Background: an optimization exercise with open tools, aiming at small area. Do not read the settings as production practice. Function was checked by simulation only, so behaviour that the tests miss may differ from the original. Power figures rest on the tool's default switching activity, not on a simulated workload.

==> 01-13: inputs <==
==> flow/design.v (excerpt) <==
module cppemu_core (
    input  wire         clk,
    input  wire         rst,           
    input  wire         run,           
    input  wire [32:0]  prog_len,      
    output wire [31:0]  imem_addr,     
    input  wire [31:0]  imem_rdata,    
    input  wire         pl_we,         
    input  wire [4:0]   pl_sel,        
    input  wire [31:0]  pl_wdata,
    output wire [511:0] dbg_regs,      
    output wire [3:0]   dbg_nzcv,
    output wire         halted,
    output wire [2:0]   step_status,
    output wire [31:0]  step_index,
    output wire [31:0]  step_word
);
    reg [31:0] x [0:15];
    reg        flag_n, flag_z, flag_c, flag_v;
    reg        halted_q;
    reg        started;
    reg [2:0]  last_status;
    reg [31:0] last_index;
    reg [31:0] last_word;
    wire [31:0] pc = x[15];
    wire [31:0] w      = imem_rdata;
    wire [3:0]  cond   = w[31:28];
    wire        i_bit  = w[25];
    wire        op4    = w[24];
    wire [2:0]  opc3   = w[23:21];
    wire        s_bit  = w[20];
    wire [3:0]  rn     = w[19:16];
    wire [3:0]  rd     = w[15:12];
    wire [3:0]  rm     = w[3:0];
    wire dp_class = (cond != 4'hF) && (w[27:26] == 2'b00);
    wire is_and_r = dp_class && !i_bit && !op4 && (opc3 == 3'b000);
  ...
export LEC_CHECK = 0
export CAP_MARGIN = 20
export CELL_PAD_IN_SITES_DETAIL_PLACEMENT = 1
export CORE_MARGIN = 2
export CORE_UTILIZATION = 40
export CTS_BUF_LIST = sky130_fd_sc_hd__clkbuf_16
export CTS_CLUSTER_DIAMETER = 80
export CTS_CLUSTER_SIZE = 30
export SLEW_MARGIN = 20
create_clock -name core_clock -period 12.0 [get_ports {clk}]
standard.sh (not shown) runs the stock make flow with config.mk's settings and CLKGATE_MAP_FILE= SYNTH_SCRIPT=/design/flow/synth_recipe.tcl, a recipe that flattens the netlist after the stock synthesis.
==> flow/flow/run.sh <==
#!/bin/bash
# Own layout flow: the standard flow (standard.sh), with two changes:
#  - synthesis runs the standard flow's synthesis script unchanged except that ABC maps
#    the combinational logic with an area-oriented script (flow/synth_area.tcl);
#  - port buffers use the smallest buffer (sky130_fd_sc_hd__buf_1).
# Each tool's output goes to the ORFS logs under orfs/logs; make's own output
# goes to flow_make.log here.
set -euo pipefail
W=$PWD
export AREA_ABC_SCRIPT=$W/flow/abc_a.script
export BUFFER_PORTS_ARGS="-buffer_cell sky130_fd_sc_hd__buf_1"
sed "s|SYNTH_SCRIPT=[^ ]*|SYNTH_SCRIPT=$W/flow/synth_area.tcl|" standard.sh > flow_standard.sh
bash flow_standard.sh finish > flow_make.log 2>&1
==> flow/flow/abc_a.script <==
strash
&get -n
&fraig -x
&put
scorr
dc2
dretime
strash
&get -n
&dch -f
&nf -R 1000
&put
==> flow/flow/synth_area.tcl <==
proc synth {args} { yosys synth -nofsm -noshare {*}$args }
proc abc {args} {
  set i [lsearch -exact $args -script]
  if { $i >= 0 && [info exists ::env(AREA_ABC_SCRIPT)] } {
    lset args [expr {$i + 1}] $::env(AREA_ABC_SCRIPT)
  }
  set j [lsearch -exact $args -D]
  if { $j >= 0 } { set args [lreplace $args $j [expr {$j + 1}]] }
  yosys abc {*}$args
}
if { [info exists ::env(NO_FA)] } { set ::env(ADDER_MAP_FILE) "" }
source $::env(SCRIPTS_DIR)/synth.tcl
# left out here: clear keep_hierarchy, flatten, clean up, hide names made inside functions, write 1_2_yosys.v
==> 08-08 (differences from 01-13) <==
--- a/flow/design.v
+++ b/flow/design.v
@@ -88,17 +88,17 @@
     wire [31:0] op_a  = a_val & {32{ka}} & (b_val | {32{~kand}});
     wire [31:0] op_b  = (b_val & {32{kb}}) | ({20'd0, w[11:0]} & {32{ki}}) | (pl_wdata & {32{kp}});
     wire        is_adc = ~i_bit & ~op4 & opc3[0];
     wire        cin   = live & (is_adc ? flag_c : rd15);
     wire [32:0] sum   = {1'b0, op_a} + {1'b0, op_b} + {32'd0, cin};
     wire [31:0] res   = sum[31:0];
-    wire        z_mid   = (res[30:1] == 30'd0);
-    wire        res_z   = z_mid & ~res[31] & ~res[0];            
-    wire        flag_nr = rd15 ? res[31] ^ (z_mid & ~res[0]) : res[31];
-    wire        flag_zr = z_mid & ~res[31] & (res[0] == rd15);
-    wire        flag_cr = rd15 ? sum[32] & ~res_z : sum[32];
+    wire [31:0] prop    = op_a ^ op_b;
+    wire        prop_lo = &prop[30:0];
+    wire        flag_nr = res[31] ^ (rd15 & prop_lo);
+    wire        flag_zr = (res[31:1] == 31'd0) & (res[0] == rd15);
+    wire        flag_cr = sum[32] & ~(rd15 & prop_lo & prop[31]);
     wire adc_r15 = rd15 || (rn == 4'd15) || (rm == 4'd15);
     wire exec    = decoded & cond_pass & ~(is_adc_r & adc_r15);
     wire set_nz  = exec & s_bit & ~is_mov_i;
     wire set_cv  = exec & s_bit & (is_add_r | is_add_i | is_adc_r);
     wire set_v0  = exec & s_bit & is_and_r;
     reg [2:0] status;
@@ -115,24 +115,28 @@
     wire        wr15    = exec & rd15;
     wire [3:0] wr_idx = run ? rd : pl_sel[3:0];
     wire       wr_any = run ? step_ok & exec : do_pl & ~pl_sel[4];
     genvar g;
     generate
         for (g = 0; g < 15; g = g + 1) begin : g_rf
-            wire we = rst | (wr_any & (wr_idx == g));
+            wire we = wr_any & (wr_idx == g);
+            wire hold = ~we & ~rst;
             always @(posedge clk)
-                if (we) x[g] <= res;
+                x[g] <= (res & {32{we}}) | (x[g] & {32{hold}});
         end
     endgenerate
+    wire h15  = ~rst & ~step_ok;           
+    wire s15r = rst | (step_ok & wr15);    
+    wire s15p = ~rst & step_ok & ~wr15;    
+    wire hst  = ~rst & ~step;              
+    wire sidx = ~rst & step;               
+    wire swrd = ~rst & step & in_range;    
     always @(posedge clk) begin
-        if (rst | step_ok)
-            x[15] <= (wr15 | rst) ? res : pc1;
-        if (rst | step) begin
-            last_index <= pc & {32{~rst}};
-            last_word  <= w & {32{~rst & in_range}};
-        end
+        x[15]      <= (res & {32{s15r}}) | (pc1 & {32{s15p}}) | (pc & {32{h15}});
+        last_index <= (pc & {32{sidx}}) | (last_index & {32{hst}});
+        last_word  <= (w & {32{swrd}}) | (last_word & {32{hst}});
     end
     always @(posedge clk) begin
         if (rst) begin
             flag_n      <= 1'b0;
             flag_z      <= 1'b0;
             flag_c      <= 1'b0;
==> flow/flow/run.sh (replaced) <==
#!/bin/bash
# Own layout flow: the standard flow (standard.sh), with these changes:
#  - synthesis runs the standard flow's synthesis script unchanged except that ABC maps
#    the combinational logic with an area-oriented script (flow/synth_area.tcl);
#  - port buffers use the smallest buffer (sky130_fd_sc_hd__buf_1);
#  - clock tree synthesis clusters up to 16 sinks per clkbuf_8 and adds no
#    dummy load cells;
#  - global routing leaves more room on met1/met2 (flow/fastroute.tcl).
# Each tool's output goes to the ORFS logs under orfs/logs; make's own output
# goes to flow_make.log here.
set -euo pipefail
W=$PWD
export AREA_ABC_SCRIPT=$W/flow/abc_a.script
export BUFFER_PORTS_ARGS="-buffer_cell sky130_fd_sc_hd__buf_1"
export FASTROUTE_TCL=$W/flow/fastroute.tcl
export CTS_ARGS="-sink_clustering_enable -repair_clock_nets -sink_clustering_size 16 -sink_clustering_max_diameter 50 -buf_list sky130_fd_sc_hd__clkbuf_8 -dont_use_dummy_load"
sed "s|SYNTH_SCRIPT=[^ ]*|SYNTH_SCRIPT=$W/flow/synth_area.tcl|" standard.sh > flow_standard.sh
bash flow_standard.sh finish > flow_make.log 2>&1
==> flow/flow/abc_a.script (replaced) <==
strash
&get -n
&fraig -x
&put
scorr
dc2
dretime
strash
&get -n
&dch -f
&nf -R 1000
&put
strash
&get -n
&dch -f
&nf -R 1000
&put
==> flow/flow/fastroute.tcl (new file) <==
# Global routing layers as the platform's fastroute.tcl, with less room left
# on met1 and met2 so that the global router moves wiring up to met3/met4.
set_global_routing_layer_adjustment $::env(MIN_ROUTING_LAYER)-$::env(MAX_ROUTING_LAYER) 0.1
set_global_routing_layer_adjustment met1 0.4
set_global_routing_layer_adjustment met2 0.3

set_routing_layers -clock $::env(MIN_CLK_ROUTING_LAYER)-$::env(MAX_ROUTING_LAYER)
set_routing_layers -signal $::env(MIN_ROUTING_LAYER)-$::env(MAX_ROUTING_LAYER)
==> flow/config.mk (replaced) <==
export PLATFORM = sky130hd
export DESIGN_NAME = cppemu_core
export DESIGN_NICKNAME = cppemu_core
export VERILOG_FILES = /design/flow/design.v
export SDC_FILE = /design/flow/constraint.sdc
export NUM_CORES = 4
export LEC_CHECK = 0
export CAP_MARGIN = 10
export CELL_PAD_IN_SITES_DETAIL_PLACEMENT = 1
export CORE_MARGIN = 2
export CORE_UTILIZATION = 40
export SETUP_SLACK_MARGIN = 0.1
export SLEW_MARGIN = 10
==> 06-09 (differences from 01-13) <==
--- a/flow/design.v
+++ b/flow/design.v
@@ -88,17 +88,17 @@
     wire [31:0] op_a  = a_val & {32{ka}} & (b_val | {32{~kand}});
     wire [31:0] op_b  = (b_val & {32{kb}}) | ({20'd0, w[11:0]} & {32{ki}}) | (pl_wdata & {32{kp}});
     wire        is_adc = ~i_bit & ~op4 & opc3[0];
     wire        cin   = live & (is_adc ? flag_c : rd15);
     wire [32:0] sum   = {1'b0, op_a} + {1'b0, op_b} + {32'd0, cin};
     wire [31:0] res   = sum[31:0];
-    wire        z_mid   = (res[30:1] == 30'd0);
-    wire        res_z   = z_mid & ~res[31] & ~res[0];            
-    wire        flag_nr = rd15 ? res[31] ^ (z_mid & ~res[0]) : res[31];
-    wire        flag_zr = z_mid & ~res[31] & (res[0] == rd15);
-    wire        flag_cr = rd15 ? sum[32] & ~res_z : sum[32];
+    wire [31:0] prop    = op_a ^ op_b;
+    wire        prop_lo = &prop[30:0];
+    wire        flag_nr = res[31] ^ (rd15 & prop_lo);
+    wire        flag_zr = (res[31:1] == 31'd0) & (res[0] == rd15);
+    wire        flag_cr = sum[32] & ~(rd15 & prop_lo & prop[31]);
     wire adc_r15 = rd15 || (rn == 4'd15) || (rm == 4'd15);
     wire exec    = decoded & cond_pass & ~(is_adc_r & adc_r15);
     wire set_nz  = exec & s_bit & ~is_mov_i;
     wire set_cv  = exec & s_bit & (is_add_r | is_add_i | is_adc_r);
     wire set_v0  = exec & s_bit & is_and_r;
     reg [2:0] status;
@@ -115,24 +115,28 @@
     wire        wr15    = exec & rd15;
     wire [3:0] wr_idx = run ? rd : pl_sel[3:0];
     wire       wr_any = run ? step_ok & exec : do_pl & ~pl_sel[4];
     genvar g;
     generate
         for (g = 0; g < 15; g = g + 1) begin : g_rf
-            wire we = rst | (wr_any & (wr_idx == g));
+            wire we = wr_any & (wr_idx == g);
+            wire hold = ~we & ~rst;
             always @(posedge clk)
-                if (we) x[g] <= res;
+                x[g] <= (res & {32{we}}) | (x[g] & {32{hold}});
         end
     endgenerate
+    wire h15  = ~rst & ~step_ok;           
+    wire s15r = rst | (step_ok & wr15);    
+    wire s15p = ~rst & step_ok & ~wr15;    
+    wire hst  = ~rst & ~step;              
+    wire sidx = ~rst & step;               
+    wire swrd = ~rst & step & in_range;    
     always @(posedge clk) begin
-        if (rst | step_ok)
-            x[15] <= (wr15 | rst) ? res : pc1;
-        if (rst | step) begin
-            last_index <= pc & {32{~rst}};
-            last_word  <= w & {32{~rst & in_range}};
-        end
+        x[15]      <= (res & {32{s15r}}) | (pc1 & {32{s15p}}) | (pc & {32{h15}});
+        last_index <= (pc & {32{sidx}}) | (last_index & {32{hst}});
+        last_word  <= (w & {32{swrd}}) | (last_word & {32{hst}});
     end
     always @(posedge clk) begin
         if (rst) begin
             flag_n      <= 1'b0;
             flag_z      <= 1'b0;
             flag_c      <= 1'b0;
==> flow/flow/run.sh (replaced) <==
#!/bin/bash
# Own layout flow: the standard flow (standard.sh), with these changes:
#  - synthesis runs the standard flow's synthesis script unchanged except that ABC maps
#    the combinational logic with an area-oriented script (flow/synth_area.tcl);
#  - port buffers use the smallest buffer (sky130_fd_sc_hd__buf_1);
#  - clock tree synthesis clusters up to 16 sinks per clkbuf_8 and adds no
#    dummy load cells;
#  - global routing leaves more room on met1/met2 (flow/fastroute.tcl).
# Each tool's output goes to the ORFS logs under orfs/logs; make's own output
# goes to flow_make.log here.
set -euo pipefail
W=$PWD
export AREA_ABC_SCRIPT=$W/flow/abc_a.script
export BUFFER_PORTS_ARGS="-buffer_cell sky130_fd_sc_hd__buf_1"
export FASTROUTE_TCL=$W/flow/fastroute.tcl
export CTS_ARGS="-sink_clustering_enable -repair_clock_nets -sink_clustering_size 16 -sink_clustering_max_diameter 50 -buf_list sky130_fd_sc_hd__clkbuf_8 -dont_use_dummy_load"
sed "s|SYNTH_SCRIPT=[^ ]*|SYNTH_SCRIPT=$W/flow/synth_area.tcl|" standard.sh > flow_standard.sh
bash flow_standard.sh finish > flow_make.log 2>&1
==> flow/flow/abc_a.script (replaced) <==
strash
&get -n
&fraig -x
&put
scorr
dc2
dretime
strash
&get -n
&dch -f
&nf -R 1000
&put
strash
&get -n
&dch -f
&nf -R 1000
&put
==> flow/flow/fastroute.tcl (new file) <==
# Global routing layers as the platform's fastroute.tcl, with less room left
# on met1 and met2 so that the global router moves wiring up to met3/met4.
set_global_routing_layer_adjustment $::env(MIN_ROUTING_LAYER)-$::env(MAX_ROUTING_LAYER) 0.1
set_global_routing_layer_adjustment met1 0.4
set_global_routing_layer_adjustment met2 0.3

set_routing_layers -clock $::env(MIN_CLK_ROUTING_LAYER)-$::env(MAX_ROUTING_LAYER)
set_routing_layers -signal $::env(MIN_ROUTING_LAYER)-$::env(MAX_ROUTING_LAYER)
==> flow/config.mk (replaced) <==
export PLATFORM = sky130hd
export DESIGN_NAME = cppemu_core
export DESIGN_NICKNAME = cppemu_core
export VERILOG_FILES = /design/flow/design.v
export SDC_FILE = /design/flow/constraint.sdc
export NUM_CORES = 4
export LEC_CHECK = 0
export CAP_MARGIN = 10
export CELL_PAD_IN_SITES_DETAIL_PLACEMENT = 1
export CORE_MARGIN = 2
export CORE_UTILIZATION = 45
export SETUP_SLACK_MARGIN = 0.1
export SLEW_MARGIN = 10
==> summary of the runs <==
Of 01-13 and 08-08, 01-13 has the higher sequential power (gap 37%, measured against 08-08). Of 06-09 and 08-08, 08-08 has the higher final area (gap about 0.8%, measured against 08-08). First-iteration DRC count: 01-13 > 06-09 > 08-08. The lowest wire length belongs to 01-13, the highest to 06-09. Register-to-register slack, highest first: 08-08, 06-09, 01-13. The highest cell count belongs to 08-08, the lowest to 01-13. In synthesized cell count, 08-08 and 06-09 do not differ.

[separate check: timing with driven ports]
How much do the figures lean on ideal ports? The routed layouts below were timed once more, with nothing changed but the port constraints. Step 1 sets driving cells, clkbuf_16 on the clock port and buf_2 on the other inputs (assumed; they add their load-dependent delay and slew). Step 2 also shifts input and output timing later by t, the mid clock arrival at the registers, as if the neighbouring blocks saw the same clock. Slacks: ideal ports / drivers / drivers and shift; pairs: ideal ports / drivers.
run	t (ns)	setup WS [ns]	latest minus earliest clock arrival (ns)	worst slew at a driven data input, ns
01-13	0.683	0.509 / 0.548 / -0.135	0.037 / 0.036	0.10
08-08	0.752	2.047 / 2.059 / 1.306	0.097 / 0.097	0.35
06-09	0.816	1.814 / 1.848 / 1.032	0.117 / 0.118	0.19
With both steps, setup timing fails in 01-13, where it was met with ideal ports. For 06-09, which loses most, drivers alone change the setup slack by +0.034 ns; drivers and shift together by -0.782 ns.
